Background: an optimization exercise with open tools, aiming at small area, a short achievable clock period and few clock cycles per item. Do not read the settings as production practice. In this exercise RTL edits were held to simulation tests only and were not proved equivalent to the original. Power is estimated from default activity; no workload was simulated.

==> build 22 <==
// sana_envbank
module sana_envbank (
    input  wire        clk,
    input  wire        rst,
    input  wire        in_valid,
    output wire        in_ready,
    input  wire [2:0]  in_op,
    input  wire [1:0]  in_unit,
    input  wire [79:0] in_data,
    output reg         out_valid,
    output reg  [8:0]  out_state,
    output wire [47:0] out_value,
    output reg         out_err
);
clock: 19.0 ns
lec_check: 0
cap_margin: 20
core_margin: 2
core_utilization: 40
cts_cluster_diameter: 150
cts_cluster_size: 20
slew_margin: 20
synth_hierarchical: 1
synth_minimum_keep_size: 0
standard.sh (not shown) runs the stock make flow with config.mk's settings and CLKGATE_MAP_FILE= SYNTH_SCRIPT=/design/flow/synth_recipe.tcl, a recipe that flattens the netlist after the stock synthesis.
==> flow/flow/run.sh <==
#!/bin/bash
# Layout: the standard flow (its synthesis unchanged), with timing repair
# aiming at a shorter cycle than the 19 ns clock: the clock, the delays at the
# ports and every other constraint stay as they are. make's output goes to
# make_flow.log; ORFS keeps each step's log under orfs/logs.
set -euo pipefail
cd "$(dirname "$0")/.."
export SETUP_SLACK_MARGIN=14.0
export BUFFER_PORTS_ARGS="-buffer_cell sky130_fd_sc_hd__buf_2"
bash standard.sh > make_flow.log 2>&1
==> inputs of trial 9, as changes to build 22 <==
--- a/flow/design.v
+++ b/flow/design.v
@@ -1164,16 +1164,17 @@
             out_valid <= 1'b0;
         end else begin
             out_valid <= f_valid & f_resp;
         end
         out_err   <= f_err;
         out_state <= f_state;
     end
     assign out_value = value;
+    wire [15:0] s_d = (f_sdata & {16{~rst_q}}) | {rst_q, 15'd0};
     reg [2:0] v_ld, v_sy, v_ss, v_sr, v_s1;
     always @(*) begin
         for (k = 0; k < 3; k = k + 1) begin
             v_ld[k] = rst_q | (f_valid & (f_code[3*k +: 3] != V_HOLD) & (f_code[3*k +: 3] != V_RS));
             v_sy[k] = ~rst_q & f_valid & (f_code[3*k +: 3] == V_JOB);
             v_ss[k] = ~rst_q & f_valid & (f_code[3*k +: 3] == V_S);
             v_sr[k] = ~rst_q & f_valid & (f_code[3*k +: 3] == V_REL0);
             v_s1[k] = ~rst_q & f_valid & (f_code[3*k +: 3] == V_ONE);
@@ -1181,15 +1182,13 @@
     end
     always @(posedge clk) begin
         for (k = 0; k < 3; k = k + 1) begin
             if (v_ld[k])
                 value[16*k +: 16] <= (f_y & {16{v_sy[k]}}) | (sus[16*k +: 16] & {16{v_ss[k]}}) |
                                      (v_rel[16*k +: 16] & {16{v_sr[k]}}) | {v_s1[k], 15'd0};
             if (f_valid && f_code[3*k +: 3] == V_RS)
                 v_rel[16*k +: 16] <= value[16*k +: 16];
-            if (rst_q)
-                sus[16*k +: 16] <= ONE;
-            else if (f_valid && f_setp && f_sunit == k)
-                sus[16*k +: 16] <= f_sdata;
+            if (rst_q || (f_valid && f_setp && f_sunit == k))
+                sus[16*k +: 16] <= s_d;
         end
     end
 endmodule
Settings changed: CTS_BUF_LIST set to sky130_fd_sc_hd__clkbuf_8, CTS_CLUSTER_SIZE 20 to 12.
==> notes <==
- In trial 9 the clock power is smaller than in build 22, by about 9%.
- Between trial 9 and build 22, the lower global-route usage is in build 22 (gap 0.13 points).
- Core utilization: build 22 is higher than trial 9 (0.066 points).
- In critical path depth, build 22 and trial 9 do not differ.
- In trial 9 the sequential share of layout area is higher than in build 22, by 1.3 points.
- In trial 9 the maximum frequency is smaller than in build 22, by 1.9%.
- Of build 22 and trial 9, trial 9 has the higher combinational power (gap about 20%, measured against trial 9).
==> figures <==
	trial 9	build 22
Post-layout nets	3655	3774
Floorplan die area	90170 um^2	90180 um^2
Starting density of the core	0.4041	0.4042
Routability Congestion	0.9056	0.9182
Placed Instances	4246	4379
Destination of the critical timing path	out_value[2]	out_value[45]
Min setup slack post-route	13.88 ns	13.97 ns
Clock buffers	58	57
Area fraction in compound gates after synthesis	0.1327	0.1381
Post-Synth Simple-Gate Area	0.1314	0.1373
Fraction of power spent switching nets	0.2499	0.2323
Maximum number of pins on one net before global-route repair	47	54
End of the worst hold path	out_err	m_code[4]
Seq. pwr	1.46 mW	1.43 mW
Post-route clock skew	0.02530 ns	0.02768 ns
Outcome	no timing/DRC/antenna violations	no timing/DRC/antenna violations
Testbench counts of build 22, summed over its fixed seeds: cycles 36,512, items 32,000.
Testbench counts of trial 9, summed over its fixed seeds: cycles 36,512, items 32,000.

* * *

==> amber <==
sana_envbank, a different RTL version from the one above (not shown whole).
clock: 19.0 ns
lec_check: 0
cap_margin: 20
core_margin: 2
core_utilization: 60
cts_cluster_diameter: 150
cts_cluster_size: 20
slew_margin: 20
synth_hierarchical: 1
synth_minimum_keep_size: 0
tns_end_percent: 10
==> flow/flow/run.sh <==
#!/bin/bash
# Layout: the standard flow (its synthesis unchanged), with timing repair
# aiming at a shorter cycle than the 19 ns clock: the clock, the delays at the
# ports and every other constraint stay as they are. make's output goes to
# make_flow.log; ORFS keeps each step's log under orfs/logs.
set -euo pipefail
cd "$(dirname "$0")/.."
export SETUP_SLACK_MARGIN=14.0
export BUFFER_PORTS_ARGS="-buffer_cell sky130_fd_sc_hd__buf_4"
bash standard.sh > make_flow.log 2>&1
==> lagoon: changes against amber <==
--- a/flow/design.v
+++ b/flow/design.v
@@ -212,55 +212,56 @@
         end else begin
             pend       <= pend_n;
             in_ready_q <= ~((pend_n[0] & pend_n[1]) | (pend_n[0] & pend_n[2]) | (pend_n[1] & pend_n[2])) &
                           ~(acc & in_multi);
         end
     end
     always @(posedge clk) begin
         for (k = 0; k < 3; k = k + 1) begin
-            if (rst_q)
+            if (rst_q) begin
                 state[3*k +: 3] <= ST_ECHO;
-            else
+                t[15*k +: 15]   <= 15'd0;
+            end else begin
                 state[3*k +: 3] <= n_state[3*k +: 3];
-            t[15*k +: 15] <= n_t[15*k +: 15];
+                t[15*k +: 15]   <= n_t[15*k +: 15];
+            end
             if (in_valid && in_ready_q && in_op == 3'd4 && in_unit == k) begin
                 inc_a[16*k +: 16] <= p_a;
                 inc_d[16*k +: 16] <= p_d;
                 inc_r[16*k +: 16] <= p_r;
                 inc_h[16*k +: 16] <= p_h;
                 pdef[k]           <= 1'b0;
             end else if (rst_q) begin
                 pdef[k]           <= 1'b1;
             end
         end
     end
     reg        q_valid, q_resp, q_err, q_setp;
     reg [1:0]  q_sunit;
-    reg        q_s15;
+    reg [15:0] q_sdata;
     reg [8:0]  q_code, q_state;
     reg [1:0]  q_job, q_junit;
     reg [14:0] q_t;
     always @(posedge clk) begin
         if (rst) begin
             q_valid <= 1'b0;
         end else begin
             q_valid <= c_valid | busy;
         end
         q_resp  <= ~|pend_n;
         q_err   <= c_valid & c_bad;
         q_setp  <= c_valid & (c_op == 3'd4) & (c_unit != 2'd3);
         q_sunit <= c_unit;
-        q_s15   <= p_s[15];
+        q_sdata <= p_s;
         q_code  <= n_code;
         q_state <= n_state;
         q_job   <= n_job[1:0] | n_job[3:2] | n_job[5:4];
         q_junit <= {issue[2], issue[1]};
-        q_t     <= (t[14:0] & {15{issue[0]}}) | (t[29:15] & {15{issue[1]}}) | (t[44:30] & {15{issue[2]}}) |
-                   (p_s[14:0] & {15{c_valid & (c_op == 3'd4)}});
+        q_t     <= (t[14:0] & {15{issue[0]}}) | (t[29:15] & {15{issue[1]}}) | (t[44:30] & {15{issue[2]}});
     end
     wire [30:0] sq_ns, sq_nc;
     wire sqn1 = ~(~(q_t[1] & q_t[14]));
     wire sqn2, sqn3;
     sana_fa u_sqn2 (.a(~(q_t[0] & q_t[11])), .b(~(q_t[1] & q_t[10])), .c(1'b1), .s(sqn2), .co(sqn3));
     wire sqn4, sqn5;
     sana_fa u_sqn4 (.a(~(q_t[0] & q_t[12])), .b(~(q_t[1] & q_t[11])), .c(1'b1), .s(sqn4), .co(sqn5));
     wire sqn6, sqn7;
@@ -529,55 +530,55 @@
     assign sq_ns[29] = sqn207;
     assign sq_nc[29] = sqn208;
     assign sq_ns[30] = sqn209;
     assign sq_nc[30] = sqn210;
     wire [30:0] sq_y = ~(sq_ns - ~sq_nc);
     reg  [47:0] value, v_rel, sus;
     reg        m_valid, m_resp, m_err, m_setp;
     reg [1:0]  m_sunit;
-    reg        m_s15;
+    reg [15:0] m_sdata;
     reg [8:0]  m_code, m_state;
     reg [1:0]  m_junit;
     reg        f_valid, f_resp, f_err, f_setp;
     reg [1:0]  f_sunit;
     reg [15:0] f_sdata;
     reg [8:0]  f_code, f_state;
     wire [15:0] q_sus_reg  = sus[16*q_junit +: 16];
-    wire [15:0] q_sus = (m_valid && m_setp && m_sunit == q_junit) ? {m_s15, m_x} :
+    wire [15:0] q_sus = (m_valid && m_setp && m_sunit == q_junit) ? m_sdata :
                         (f_valid && f_setp && f_sunit == q_junit) ? f_sdata : q_sus_reg;
     wire [2:0]  q_fcode = f_code[3*q_junit +: 3];
     wire [15:0] q_vrel = (f_valid && q_fcode == V_RS) ? value[16*q_junit +: 16] : v_rel[16*q_junit +: 16];
     reg  [14:0] m_x, m_sq;
     reg         m_nz, m_dx, m_zatt, m_zdec, m_zrel;
     always @(posedge clk) begin
         if (rst) begin
             m_valid <= 1'b0;
         end else begin
             m_valid <= q_valid;
         end
         m_resp  <= q_resp;
         m_err   <= q_err;
         m_setp  <= q_setp;
         m_sunit <= q_sunit;
-        m_s15   <= q_s15;
+        m_sdata <= q_sdata;
         m_code  <= q_code;
         m_state <= q_state;
         m_junit <= q_junit;
         m_sq    <= sq_y[29:15];
         m_nz    <= |q_t[7:0];
         m_x     <= (q_job == J_DEC) ? (~q_sus[14:0] & {15{~q_sus[15]}}) :
-                   (q_job == J_REL) ? q_vrel[14:0] :
-                   q_setp           ? q_t : 15'd0;
+                   (q_job == J_REL) ? q_vrel[14:0] : 15'd0;
         m_dx    <= (q_job == J_DEC) & ~q_sus[15];
         m_zatt  <= (q_job == J_ATT);
         m_zdec  <= (q_job == J_DEC);
         m_zrel  <= (q_job == J_REL) & q_vrel[15];
     end
-    wire [15:0] m_sus = {m_zdec & ~m_dx, ~m_x & {15{m_dx}}};
+    wire [15:0] m_sus_reg = sus[16*m_junit +: 16];
+    wire [15:0] m_sus = (f_valid && f_setp && f_sunit == m_junit) ? f_sdata : m_sus_reg;
     wire [14:0] mr = m_sq & {15{m_dx}};
     wire [15:0] mz = (m_sus & {16{m_zdec}}) |
                      ({1'b0, ~m_sq} & {16{m_zatt}}) | ({1'b0, m_sq} & {16{m_zrel}});
     wire        me = m_zatt & ~m_nz;
     wire [30:0] mt_ns, mt_nc;
     wire mtn1, mtn2;
     sana_fa u_mtn1 (.a(~(m_x[0] & m_sq[12])), .b(~(m_x[1] & m_sq[11])), .c(1'b1), .s(mtn1), .co(mtn2));
     wire mtn3, mtn4;
@@ -1068,17 +1069,17 @@
             f_valid <= 1'b0;
         end else begin
             f_valid <= m_valid;
         end
         f_resp  <= m_resp;
         f_err   <= m_err;
         f_setp  <= m_setp;
         f_sunit <= m_sunit;
-        f_sdata <= {m_s15, m_x};
+        f_sdata <= m_sdata;
         f_code  <= m_code;
         f_state <= m_state;
         f_s     <= mt_ns[30:15];
         f_c     <= mt_nc[30:15];
         f_cl    <= lo_sum[15];
     end
     wire [15:0] f_y = ~(f_s + f_c + {15'd0, f_cl});
     always @(posedge clk) begin
@@ -1090,16 +1091,17 @@
         out_err   <= f_err;
         out_state <= f_state;
     end
     assign out_value = value;
     always @(posedge clk) begin
         for (k = 0; k < 3; k = k + 1) begin
             if (rst_q) begin
                 value[16*k +: 16] <= 16'd0;
+                v_rel[16*k +: 16] <= 16'd0;
                 sus[16*k +: 16]   <= ONE;
             end else if (f_valid) begin
                 case (f_code[3*k +: 3])
                     V_ZERO: value[16*k +: 16] <= 16'd0;
                     V_ONE:  value[16*k +: 16] <= ONE;
                     V_S:    value[16*k +: 16] <= sus[16*k +: 16];
                     V_JOB:  value[16*k +: 16] <= f_y;
                     V_REL0: value[16*k +: 16] <= v_rel[16*k +: 16];
Settings changed: CORE_UTILIZATION 60 to 40, CTS_CLUSTER_DIAMETER 150 to not set, CTS_CLUSTER_SIZE 20 to not set, TNS_END_PERCENT 10 to not set.
==> results.txt <==
metric	lagoon	amber
Synth Area in Compound Gates	15.7%	13.1%
Power share of the clock group	47.6%	32.8%
Fraction of power spent switching nets	24.8%	25.4%
Initial antenna violation count	3	0
Sequential cells	638	606
Non-clock inverter count in the final layout	68	52
Share of the final layout cell area in sequential cells	35.0%	39.0%
Layout net count	4,429	3,906
Final Instance Area	42,400 sq um	38,500 sq um
Proportion of layout cells with a drive suffix above 1	12.0%	10.5%
GRT Resource Usage Total	23.6%	33.1%
Worst-Skew Late Latency	0.65 ns	0.58 ns
Instance area at placement	39,500 sq um	37,300 sq um
Power per cell area	74.9 nW/um^2	64.1 nW/um^2
Result of the run	no timing/DRC/antenna violations	no timing/DRC/antenna violations
Pwr Total	3.17 mW	2.47 mW
H-tree depth reported by CTS	3	2
Biggest area consumer among synthesized cells	sky130_fd_sc_hd__dfxtp_1	sky130_fd_sc_hd__edfxtp_1
Slew headroom	23.7%	23.3%
Fraction of the yosys area taken by sequential cells	39.3%	41.8%
CP max-delay cell	sky130_fd_sc_hd__dfxtp_2	sky130_fd_sc_hd__buf_4
Unrepaired setup endpoints after global routing	false	true
Shortest period the worst path allows	4.98 ns	5.05 ns
Via count of the first global-routing pass	28,547	26,678
Testbench counts of amber, summed over its fixed seeds: cycles 36,512, items 32,000.
Testbench counts of lagoon, summed over its fixed seeds: cycles 36,512, items 32,000.

* * *

==> run a <==
sana_envbank, a different RTL version from the one above (not shown whole).
clock: 19.0 ns
lec_check: 0
cap_margin: 20
core_margin: 2
core_utilization: 40
cts_cluster_diameter: 150
cts_cluster_size: 20
gpl_timing_driven: 1
slew_margin: 20
synth_hierarchical: 1
synth_minimum_keep_size: 0
==> flow/flow/run.sh <==
#!/bin/bash
# Layout: the standard flow (its synthesis unchanged), with timing repair
# aiming at a shorter cycle than the 19 ns clock: the clock, the delays at the
# ports and every other constraint stay as they are. make's output goes to
# make_flow.log; ORFS keeps each step's log under orfs/logs.
set -euo pipefail
cd "$(dirname "$0")/.."
export SETUP_SLACK_MARGIN=14.0
export BUFFER_PORTS_ARGS="-buffer_cell sky130_fd_sc_hd__buf_2"
bash standard.sh > make_flow.log 2>&1
==> inputs of run b, as changes to run a <==
--- a/flow/flow/run.sh
+++ b/flow/flow/run.sh
@@ -6,5 +6,5 @@
 set -euo pipefail
 cd "$(dirname "$0")/.."
-export SETUP_SLACK_MARGIN=14.0
-export BUFFER_PORTS_ARGS="-buffer_cell sky130_fd_sc_hd__buf_2"
+export SETUP_SLACK_MARGIN=14.15
+export BUFFER_PORTS_ARGS="-buffer_cell sky130_fd_sc_hd__buf_4"
 bash standard.sh > make_flow.log 2>&1
Settings changed: GPL_TIMING_DRIVEN 1 to default.
==> inputs of run c, as changes to run a <==
Settings changed: CTS_BUF_LIST from default to sky130_fd_sc_hd__clkbuf_8, CTS_CLUSTER_SIZE 20 to 12, GPL_TIMING_DRIVEN 1 to default.
==> inputs of run d, as changes to run a <==
Settings changed: GPL_TIMING_DRIVEN 1 to default.
==> notes <==
Run d completed without violations. Run c completed with no timing, DRC or antenna violations. Run b went through all stages and came out clean. Run a finished clean.
In run c the cell count is higher than in run b, by about 0.33%.
Of run b and run a, run b has the higher utilization (gap 1.1 points).
Sequential power is about the same in run b and run c.
Against run c, the non-clock buffer count of run d is lower by 18.
Against run c, the sequential share of layout area of run a is higher by 0.077 points.
Global-route usage is the same in run a and run d.
Testbench counts of run a, summed over its fixed seeds: cycles 36,512, items 32,000.
Testbench counts of run b, summed over its fixed seeds: cycles 36,512, items 32,000.
Testbench counts of run c, summed over its fixed seeds: cycles 36,512, items 32,000.
Testbench counts of run d, summed over its fixed seeds: cycles 36,512, items 32,000.

* * *

==> run R <==
Another version of the RTL of sana_envbank (not shown whole).
export LEC_CHECK = 0
export CAP_MARGIN = 20
export CORE_MARGIN = 2
export CORE_UTILIZATION = 40
export CTS_CLUSTER_DIAMETER = 150
export CTS_CLUSTER_SIZE = 20
export SLEW_MARGIN = 20
export SYNTH_HIERARCHICAL = 1
export SYNTH_MINIMUM_KEEP_SIZE = 0
create_clock -name core_clock -period 19.0 [get_ports {clk}]
==> flow/flow/run.sh <==
#!/bin/bash
# Layout: the standard flow (its synthesis unchanged), with timing repair
# aiming at a shorter cycle than the 19 ns clock: the clock, the delays at the
# ports and every other constraint stay as they are. make's output goes to
# make_flow.log; ORFS keeps each step's log under orfs/logs.
set -euo pipefail
cd "$(dirname "$0")/.."
export SETUP_SLACK_MARGIN=14.0
export BUFFER_PORTS_ARGS="-buffer_cell sky130_fd_sc_hd__buf_2"
bash standard.sh > make_flow.log 2>&1
==> inputs of run A, as changes to run R <==
--- a/flow/design.v
+++ b/flow/design.v
@@ -5,19 +5,12 @@
     output wire s,
     output wire co
 );
     assign s  = a ^ b ^ c;
     assign co = (a & b) | (a & c) | (b & c);
 endmodule
-module sana_wen (
-    input  wire a,
-    input  wire b,
-    output wire y
-);
-    assign y = a & b;
-endmodule
 module sana_ha (
     input  wire a,
     input  wire b,
     output wire s,
     output wire co
 );
@@ -219,38 +212,28 @@
         end else begin
             pend       <= pend_n;
             in_ready_q <= ~((pend_n[0] & pend_n[1]) | (pend_n[0] & pend_n[2]) | (pend_n[1] & pend_n[2])) &
                           ~(acc & in_multi);
         end
     end
-    wire in_setp = in_valid & in_ready_q & (in_op == 3'd4);
-    wire [2:0] set_a, set_d, set_r, set_h;
-    generate
-        for (u = 0; u < 3; u = u + 1) begin : g_set
-            wire sel = (in_unit == u);
-            sana_wen u_wa (.a(in_setp), .b(sel), .y(set_a[u]));
-            sana_wen u_wd (.a(in_setp), .b(sel), .y(set_d[u]));
-            sana_wen u_wr (.a(in_setp), .b(sel), .y(set_r[u]));
-            sana_wen u_wh (.a(in_setp), .b(sel), .y(set_h[u]));
-        end
-    endgenerate
     always @(posedge clk) begin
         for (k = 0; k < 3; k = k + 1) begin
             if (rst_q)
                 state[3*k +: 3] <= ST_ECHO;
             else
                 state[3*k +: 3] <= n_state[3*k +: 3];
             t[15*k +: 15] <= n_t[15*k +: 15];
-            if (set_a[k]) inc_a[16*k +: 16] <= p_a;
-            if (set_d[k]) inc_d[16*k +: 16] <= p_d;
-            if (set_r[k]) inc_r[16*k +: 16] <= p_r;
-            if (set_h[k]) inc_h[16*k +: 16] <= p_h;
-            if (set_h[k])
-                pdef[k] <= 1'b0;
-            else if (rst_q)
-                pdef[k] <= 1'b1;
+            if (in_valid && in_ready_q && in_op == 3'd4 && in_unit == k) begin
+                inc_a[16*k +: 16] <= p_a;
+                inc_d[16*k +: 16] <= p_d;
+                inc_r[16*k +: 16] <= p_r;
+                inc_h[16*k +: 16] <= p_h;
+                pdef[k]           <= 1'b0;
+            end else if (rst_q) begin
+                pdef[k]           <= 1'b1;
+            end
         end
     end
     reg        q_valid, q_resp, q_err, q_setp;
     reg [1:0]  q_sunit;
     reg        q_s15;
     reg [8:0]  q_code, q_state;
@@ -1105,30 +1088,27 @@
             out_valid <= f_valid & f_resp;
         end
         out_err   <= f_err;
         out_state <= f_state;
     end
     assign out_value = value;
-    reg [2:0] v_ld, v_sy, v_ss, v_sr, v_s1;
-    always @(*) begin
-        for (k = 0; k < 3; k = k + 1) begin
-            v_ld[k] = rst_q | (f_valid & (f_code[3*k +: 3] != V_HOLD) & (f_code[3*k +: 3] != V_RS));
-            v_sy[k] = ~rst_q & f_valid & (f_code[3*k +: 3] == V_JOB);
-            v_ss[k] = ~rst_q & f_valid & (f_code[3*k +: 3] == V_S);
-            v_sr[k] = ~rst_q & f_valid & (f_code[3*k +: 3] == V_REL0);
-            v_s1[k] = ~rst_q & f_valid & (f_code[3*k +: 3] == V_ONE);
-        end
-    end
     always @(posedge clk) begin
         for (k = 0; k < 3; k = k + 1) begin
-            if (v_ld[k])
-                value[16*k +: 16] <= (f_y & {16{v_sy[k]}}) | (sus[16*k +: 16] & {16{v_ss[k]}}) |
-                                     (v_rel[16*k +: 16] & {16{v_sr[k]}}) | {v_s1[k], 15'd0};
-            if (f_valid && f_code[3*k +: 3] == V_RS)
-                v_rel[16*k +: 16] <= value[16*k +: 16];
-            if (rst_q)
-                sus[16*k +: 16] <= ONE;
-            else if (f_valid && f_setp && f_sunit == k)
-                sus[16*k +: 16] <= f_sdata;
+            if (rst_q) begin
+                value[16*k +: 16] <= 16'd0;
+                sus[16*k +: 16]   <= ONE;
+            end else if (f_valid) begin
+                case (f_code[3*k +: 3])
+                    V_ZERO: value[16*k +: 16] <= 16'd0;
+                    V_ONE:  value[16*k +: 16] <= ONE;
+                    V_S:    value[16*k +: 16] <= sus[16*k +: 16];
+                    V_JOB:  value[16*k +: 16] <= f_y;
+                    V_REL0: value[16*k +: 16] <= v_rel[16*k +: 16];
+                    V_RS:   v_rel[16*k +: 16] <= value[16*k +: 16];
+                    default: ;
+                endcase
+                if (f_setp && f_sunit == k)
+                    sus[16*k +: 16] <= f_sdata;
+            end
         end
     end
 endmodule
==> flow/flow/run.sh (replaced) <==
#!/bin/bash
# Layout: the standard flow (its synthesis unchanged), with timing repair
# aiming at a shorter cycle than the 19 ns clock: the clock, the delays at the
# ports and every other constraint stay as they are. make's output goes to
# make_flow.log; ORFS keeps each step's log under orfs/logs.
set -euo pipefail
cd "$(dirname "$0")/.."
export SETUP_SLACK_MARGIN=14.0
export BUFFER_PORTS_ARGS="-buffer_cell sky130_fd_sc_hd__buf_4"
bash standard.sh > make_flow.log 2>&1
CORE_UTILIZATION = 60   (was 40)
==> reports/summary.md <==
### Clocking
* clock-pin slew on the worst setup and hold paths: 90 ps
* Gates resized, CTS repair: 13

### Global route
* Overall Global Routing Usage: 0.229
* initial antenna violation count: 2

### Final layout
* proportion of cell area occupied by multi-input gates: 0.488
* Fillers: 8215

### Detailed routing
* total via count after detailed routing: 24965
* DRC marker count from the first detailed-route iteration: 2523

### Run status
* run status: finished clean

### Setup path
* CP Capture Type: output port
* slack of the worst reg-to-reg path: 14160 ps

### Placed design
* placed insts: 4291

### Power and ir drop
* internal power: 1.87 mW
* sequential power: 1.49 mW
* total power after layout: 2.56 mW

### Floorplan
* starting density of the core: 0.404

### Logic synthesis
* sequential fraction of the synthesis area: 0.439
* Syn Area/Cell: 11.1 sq um
* cell area after synthesis: 35200 sq um

# the run above: run R

==> reports/summary.md <==
### Placed design
* placed insts: 4132

### Logic synthesis
* sequential fraction of the synthesis area: 0.418
* Syn Area/Cell: 10.5 sq um
* cell area after synthesis: 35800 sq um

### Power and ir drop
* internal power: 1.82 mW
* total power after layout: 2.46 mW
* sequential power: 1.46 mW

### Run status
* run status: finished clean

### Global route
* initial antenna violation count: 1

### Setup path
* slack of the worst reg-to-reg path: 14270 ps

### Final layout
* proportion of cell area occupied by multi-input gates: 0.513

### Clocking
* clock-pin slew on the worst setup and hold paths: 70 ps
* Gates resized, CTS repair: 25

### Detailed routing
* DRC marker count from the first detailed-route iteration: 2676
* total via count after detailed routing: 26924

### Floorplan
* starting density of the core: 0.607

# the run above: run A

Testbench counts of run R, summed over its fixed seeds: cycles 36,512, items 32,000.
Testbench counts of run A, summed over its fixed seeds: cycles 36,512, items 32,000.

==> port drivers added, routing unchanged <==
The results above use ideal ports. As a check the final layouts listed here were re-extracted and re-timed, cells and wires unchanged. Step 1, drivers: a clkbuf_16 drives clk and a buf_2 each remaining input, both assumed. Step 2 adds t to the input delays and takes it off the output delays; t is the mean of the earliest and latest rising clock arrival at the registers after step 1. Input paths then give back, and output paths get back, about the clock's delay inside the block. Slacks: ideal ports / drivers / drivers and shift; pairs: ideal ports / drivers.
run	shift t [ns]	slack for setup (ns)	worst setup path after step 2	latest minus earliest clock arrival (ns)	slew at the worst register clock pin (ns)
build 22	0.637	13.973 / 13.911 / 13.551	input to register	0.033 / 0.033	0.10 / 0.10
trial 9	0.737	13.876 / 13.819 / 13.363	input to register	0.030 / 0.030	0.10 / 0.10
amber	0.621	13.947 / 13.937 / 13.361	input to register	0.043 / 0.043	0.10 / 0.10
lagoon	0.701	14.022 / 13.954 / 13.450	input to register	0.045 / 0.045	0.07 / 0.07
run a of note 3	0.635	13.994 / 13.932 / 13.456	input to register	0.040 / 0.040	0.09 / 0.09
run b of note 3	0.629	14.001 / 13.939 / 13.610	input to register	0.040 / 0.039	0.10 / 0.10
run c of note 3	0.768	13.880 / 13.818 / 13.487	input to register	0.081 / 0.081	0.10 / 0.10
run d of note 3	0.635	13.994 / 13.932 / 13.456	input to register	0.040 / 0.040	0.09 / 0.09
run R of note 4	0.633	13.989 / 13.924 / 13.464	input to register	0.034 / 0.034	0.09 / 0.09
run A of note 4	0.641	14.010 / 13.951 / 13.404	input to register	0.026 / 0.026	0.10 / 0.10
After both steps setup and hold are still met in every run listed. The setup slack of run A of note 4, which loses most, moves by -0.059 ns with the drivers and by -0.606 ns with both steps.
